Context: an optimization exercise on an open-source flow, tuned for small area. The choices shown serve that exercise and are no tape-out recipe.
The RTL was checked by simulation tests, not by an equivalence proof against the original design.
Power figures rest on the tool's default switching activity, not on a simulated workload.

// chatsala_core
module chatsala_core (
    input  wire        clk,
    input  wire        rst,
    input  wire        char_valid,
    input  wire [7:0]  char_data,
    input  wire        line_in,
    output reg         line_out,
    output wire        char_ready,
    output wire        msg_valid,
    output wire [4:0]  msg_id,
    output wire [2:0]  msg_len,
    output wire [55:0] msg_data,
    output wire        err_oversize,
    output reg         v_fault
);
Size in the first run: roughly 1300 cells after synthesis, about 280 flip-flops, about 13000 sq um of cells after synthesis.
==> flow/config.mk <==
export PLATFORM = sky130hd
export DESIGN_NAME = chatsala_core
export DESIGN_NICKNAME = chatsala_core
export VERILOG_FILES = /design/flow/design.v
export SDC_FILE = /design/flow/constraint.sdc
export NUM_CORES = 4
export LEC_CHECK = 0
export ABC_AREA = 1
export CAP_MARGIN = 20
export CORE_MARGIN = 2
export CORE_UTILIZATION = 50
export CTS_BUF_LIST = sky130_fd_sc_hd__clkbuf_4
export PLACE_DENSITY = 0.65
export SLEW_MARGIN = 20
==> flow/constraint.sdc <==
create_clock -name core_clock -period 10.0 [get_ports {clk}]
set_input_delay 2.0000 -clock core_clock [delete_from_list [all_inputs] [get_ports {clk}]]
set_output_delay 2.0000 -clock core_clock [all_outputs]
set_load 0.01 [all_outputs]
run.sh (not shown) runs the stock make flow with config.mk's settings and CLKGATE_MAP_FILE= SYNTH_SCRIPT=/design/flow/synth_recipe.tcl, a recipe that flattens the netlist after the stock synthesis.
The first run finished clean.
Change:
--- a/flow/config.mk
+++ b/flow/config.mk
@@ -8 +7,0 @@
-export ABC_AREA = 1
@@ -11,3 +10,2 @@
-export CORE_UTILIZATION = 50
-export CTS_BUF_LIST = sky130_fd_sc_hd__clkbuf_4
-export PLACE_DENSITY = 0.65
+export CORE_UTILIZATION = 40
+export PLACE_DENSITY = 0.6
Outcome: Worst setup slack gets worse by 0.31 ns; register-to-register slack gets worse by 0.07 ns; count of clock-buffer cells in the layout went down by 71.
Change:
--- a/flow/config.mk
+++ b/flow/config.mk
@@ -10,2 +10,4 @@
-export CORE_UTILIZATION = 40
-export PLACE_DENSITY = 0.6
+export CORE_UTILIZATION = 55
+export CTS_CLUSTER_DIAMETER = 120
+export CTS_CLUSTER_SIZE = 30
+export PLACE_DENSITY = 0.7
Effect: Core utilization is higher by 15 points. Setup slack got worse by 0.012 ns. Clock power drops by well over a third. Critical path depth is unchanged. Count of clock-buffer cells in the layout is lower by 20. Wire length goes down by a few percent.
Change:
==> flow/flow/run.sh (new file) <==
#!/bin/bash
# Own layout flow: the standard flow (standard.sh) with two changes:
#  - synthesis maps the logic with an area-oriented ABC script (flow/abc_area.script)
#    instead of ORFS's speed script; everything else in the synthesis is the standard flow's
#    own synth_recipe.tcl, so the registers are the standard synthesis's;
#  - the port buffers that placement inserts on every input and output are
#    sky130_fd_sc_hd__buf_1 cells.
set -euo pipefail
W=$(pwd)

cat > "$W/flow_synth.tcl" <<EOT
proc abc {args} {
  set i [lsearch -exact \$args -script]
  if {\$i >= 0} { lset args [expr {\$i + 1}] {$W/flow/abc_area.script} }
  yosys abc {*}\$args
}
source {$W/synth_recipe.tcl}
EOT

sed "s#SYNTH_SCRIPT=[^ ']*synth_recipe\.tcl#SYNTH_SCRIPT=$W/flow_synth.tcl#" standard.sh > flow_standard.sh
grep -q "SYNTH_SCRIPT=$W/flow_synth.tcl" flow_standard.sh

export BUFFER_PORTS_ARGS="-buffer_cell sky130_fd_sc_hd__buf_1"
bash flow_standard.sh > flow_make.log 2>&1
==> flow/flow/abc_area.script (new file) <==
strash
dc2
dch -f
amap
==> flow/standard.sh (new file) <==
#!/bin/bash
# synth_recipe.tcl (not shown) runs the flow's synth.tcl, then flattens the netlist and writes it again
# the make line also repeats each setting of config.mk as NAME=value (left out here)
make -C /OpenROAD-flow-scripts/flow DESIGN_CONFIG=/design/flow/config.mk WORK_HOME=/design/flow/orfs CLKGATE_MAP_FILE= SYNTH_SCRIPT=/design/flow/synth_recipe.tcl "${@:-finish}"
removed: flow/run.sh
The changed run passed the timing, DRC and antenna checks; design area went down by about 6%; sequential share of layout area went up by 3.7 points; sequential power barely changes; sequential cell count does not change; power went up by about 0.9%; setup slack gets better by 0.39 ns; die area went down by about 4.6%; global-route usage went up by 1.4 points; register-to-register slack gets worse by 0.66 ns.

---

chatsala_core, a different RTL version from the one above (not shown whole).
Size: ~810 cells after synthesis, roughly 270 flip-flops, ~81 I/O pins, about 10000 um2 of cells after synthesis.
Settings: LEC_CHECK=0, CAP_MARGIN=10, CORE_MARGIN=2, CORE_UTILIZATION=55, GPL_TIMING_DRIVEN=0, PLACE_DENSITY=0.7, SLEW_MARGIN=10; clock period 10.0 ns.
standard.sh (not shown) runs the stock make flow with config.mk's settings and CLKGATE_MAP_FILE= SYNTH_SCRIPT=/design/flow/synth_recipe.tcl, a recipe that flattens the netlist after the stock synthesis.
==> flow/flow/run.sh <==
#!/bin/bash
# Own layout flow: the standard flow (standard.sh) with these changes:
#  - synthesis maps the logic with an area-oriented ABC script (flow/abc_area.script)
#    instead of ORFS's speed script; everything else in the synthesis is the standard flow's
#    own synth_recipe.tcl, so the registers are the standard synthesis's;
#  - adders are left to ABC (no extract_fa / half-adder cells);
#  - the port buffers that placement inserts on every input and output are
#    sky130_fd_sc_hd__buf_1 cells;
#  - clock tree synthesis clusters at most 18 sinks within 80 um behind each
#    sky130_fd_sc_hd__clkbuf_8 and adds no dummy loads.
set -euo pipefail
W=$(pwd)

cat > "$W/flow_synth.tcl" <<EOT
proc abc {args} {
  set i [lsearch -exact \$args -script]
  if {\$i >= 0} { lset args [expr {\$i + 1}] {$W/flow/abc_area.script} }
  yosys abc {*}\$args
}
set ::env(ADDER_MAP_FILE) ""
source {$W/synth_recipe.tcl}
EOT

sed "s#SYNTH_SCRIPT=[^ ']*synth_recipe\.tcl#SYNTH_SCRIPT=$W/flow_synth.tcl#" standard.sh > flow_standard.sh
grep -q "SYNTH_SCRIPT=$W/flow_synth.tcl" flow_standard.sh

export BUFFER_PORTS_ARGS="-buffer_cell sky130_fd_sc_hd__buf_1"
export CTS_ARGS="-sink_clustering_enable -repair_clock_nets -dont_use_dummy_load -sink_clustering_size 18 -sink_clustering_max_diameter 80 -buf_list sky130_fd_sc_hd__clkbuf_8"
bash flow_standard.sh > flow_make.log 2>&1
==> flow/flow/abc_area.script <==
strash
&get -n
&deepsyn -T 240
&put
dch -f
amap
strash
dch -f
amap
strash
dc2
dch -f
amap
Next try:
--- a/flow/flow/run.sh
+++ b/flow/flow/run.sh
@@ -9,2 +9,2 @@
-#  - clock tree synthesis clusters at most 18 sinks within 80 um behind each
-#    sky130_fd_sc_hd__clkbuf_8 and adds no dummy loads.
+#  - clock tree synthesis clusters at most 30 sinks within 120 um and adds no
+#    dummy loads.
@@ -28 +28 @@
-export CTS_ARGS="-sink_clustering_enable -repair_clock_nets -dont_use_dummy_load -sink_clustering_size 18 -sink_clustering_max_diameter 80 -buf_list sky130_fd_sc_hd__clkbuf_8"
+export CTS_ARGS="-sink_clustering_enable -repair_clock_nets -dont_use_dummy_load -sink_clustering_size 30 -sink_clustering_max_diameter 120"
==> flow/flow/abc_area.script (replaced) <==
strash
&get -n
&deepsyn -T 60
&put
dch -f
amap
Worst hold slack improved by 27 ps.
Maximum frequency is higher by roughly a tenth.
Clock skew fell by 13 ps.
Register-to-register slack improved by 640 ps.
Worst setup slack is better by 680 ps.
Global-route usage rises by 0.48 points.
Utilization went up by 0.72 points.
Count of clock-buffer cells in the layout came out lower by 6.
Next try:
--- a/flow/flow/run.sh
+++ b/flow/flow/run.sh
@@ -9,2 +9,2 @@
-#  - clock tree synthesis clusters at most 30 sinks within 120 um and adds no
-#    dummy loads.
+#  - clock tree synthesis clusters at most 18 sinks within 80 um behind each
+#    sky130_fd_sc_hd__clkbuf_8 and adds no dummy loads.
@@ -28 +28 @@
-export CTS_ARGS="-sink_clustering_enable -repair_clock_nets -dont_use_dummy_load -sink_clustering_size 30 -sink_clustering_max_diameter 120"
+export CTS_ARGS="-sink_clustering_enable -repair_clock_nets -dont_use_dummy_load -sink_clustering_size 18 -sink_clustering_max_diameter 80 -buf_list sky130_fd_sc_hd__clkbuf_8"
==> flow/flow/abc_area.script (replaced) <==
strash
&get -n
&deepsyn -T 240
&put
dch -f
amap
strash
dch -f
amap
strash
dc2
dch -f
amap
CAP_MARGIN = 5   (was 10)
SLEW_MARGIN = 5   (was 10)
- The changed run ran to the end with no violations
- non-clock buffer count goes down by 1
- setup slack gets worse by 710 ps
- design area came out lower slightly
- sequential power barely changes
- final cell count came out higher slightly
Next try:
--- a/flow/flow/run.sh
+++ b/flow/flow/run.sh
@@ -9,2 +9,2 @@
-#  - clock tree synthesis clusters at most 18 sinks within 80 um behind each
-#    sky130_fd_sc_hd__clkbuf_8 and adds no dummy loads.
+#  - clock tree synthesis clusters at most 30 sinks within 120 um and adds no
+#    dummy loads.
@@ -28 +28 @@
-export CTS_ARGS="-sink_clustering_enable -repair_clock_nets -dont_use_dummy_load -sink_clustering_size 18 -sink_clustering_max_diameter 80 -buf_list sky130_fd_sc_hd__clkbuf_8"
+export CTS_ARGS="-sink_clustering_enable -repair_clock_nets -dont_use_dummy_load -sink_clustering_size 30 -sink_clustering_max_diameter 120"
==> flow/flow/abc_area.script (replaced) <==
strash
&get -n
&deepsyn -T 60
&put
dch -f
amap
CAP_MARGIN = 20   (was 5)
GPL_TIMING_DRIVEN = unset   (was 0)
SLEW_MARGIN = 20   (was 5)
Outcome: Clock power came out higher by 12%. Setup slack gets better by 1200 ps. Sequential cell count does not change. Sequential power is about the same. Global-route usage came out higher by 0.27 points. Core utilization came out higher by 1.2 points. Wire length came out higher by about 1%. Cell count came out higher by about 0.44%. Sequential share of layout area came out lower by 1.3 points.
Next try:
--- a/flow/flow/run.sh
+++ b/flow/flow/run.sh
@@ -9,2 +9,2 @@
-#  - clock tree synthesis clusters at most 30 sinks within 120 um and adds no
-#    dummy loads.
+#  - clock tree synthesis clusters at most 16 sinks within 80 um behind each
+#    sky130_fd_sc_hd__clkbuf_8 and adds no dummy loads.
@@ -28 +28 @@
-export CTS_ARGS="-sink_clustering_enable -repair_clock_nets -dont_use_dummy_load -sink_clustering_size 30 -sink_clustering_max_diameter 120"
+export CTS_ARGS="-sink_clustering_enable -repair_clock_nets -dont_use_dummy_load -sink_clustering_size 16 -sink_clustering_max_diameter 80 -buf_list sky130_fd_sc_hd__clkbuf_8"
CAP_MARGIN = 10   (was 20)
GPL_TIMING_DRIVEN = 0   (was unset)
SLEW_MARGIN = 10   (was 20)
After rerunning: First-iteration DRC count is higher by a few percent. Worst hold slack got worse by 4.5 ps. Clock skew drops by 12 ps. Worst setup slack got worse by 580 ps. Total power came out lower by a few percent. Cell area goes down slightly. Combinational power drops by a few percent. Final cell count came out lower slightly. Via count is about the same. Synthesized cell count is unchanged.
Next try:
--- a/flow/flow/run.sh
+++ b/flow/flow/run.sh
@@ -9 +9 @@
-#  - clock tree synthesis clusters at most 16 sinks within 80 um behind each
+#  - clock tree synthesis clusters at most 18 sinks within 80 um behind each
@@ -28 +28 @@
-export CTS_ARGS="-sink_clustering_enable -repair_clock_nets -dont_use_dummy_load -sink_clustering_size 16 -sink_clustering_max_diameter 80 -buf_list sky130_fd_sc_hd__clkbuf_8"
+export CTS_ARGS="-sink_clustering_enable -repair_clock_nets -dont_use_dummy_load -sink_clustering_size 18 -sink_clustering_max_diameter 80 -buf_list sky130_fd_sc_hd__clkbuf_8"
==> flow/flow/abc_area.script (replaced) <==
strash
&get -n
&deepsyn -T 60
&put
dch -f
amap
strash
dch -f
amap
strash
dc2
dch -f
amap
=> Non-clock buffer count drops by 4. Area after synthesis stays flat. Design area fell by about 0.7%. Setup slack got worse by 68 ps. Synthesized cell count stays flat. Die area barely changes. Total power is lower by 1.1%. Sequential share of layout area climbs by 0.46 points.

==> what the ideal ports hide <==
How much do the figures lean on ideal ports? The routed layouts below were timed once more, with nothing changed but the port constraints. Step 1 assumes that a clkbuf_16 drives the clock port and a buf_2 every other input. Step 2 moves the port delays by t, midway between the first and last clock arrival at a register: inputs arrive t later, outputs are due t later. That takes back most of the time a late clock gives input paths. Slacks: no drivers / after step 1 / after step 2; pairs: no drivers / after step 1.
run	t (ns)	slack for setup (ns)	worst slew at a driven data input, ns	pins driven straight from the clock port
the first run of note 1	0.698	3.703 / 3.682 / 3.682	0.03	1
the second run of note 1	0.605	3.397 / 3.379 / 3.379	0.03	1
the third run of note 1	0.530	3.385 / 3.366 / 3.366	0.03	1
the fourth run of note 1	0.534	3.775 / 3.728 / 3.963	0.03	1
the first run of note 2	0.553	2.849 / 2.820 / 2.820	0.03	1
the second run of note 2	0.505	3.530 / 3.484 / 3.561	0.03	1
the third run of note 2	0.541	2.821 / 2.792 / 2.792	0.03	1
the fourth run of note 2	0.495	4.035 / 4.013 / 4.013	0.03	1
the fifth run of note 2	0.574	3.454 / 3.410 / 3.523	0.03	1
the sixth run of note 2	0.568	3.386 / 3.345 / 3.546	0.03	1
After both steps setup and hold are still met in every run listed.
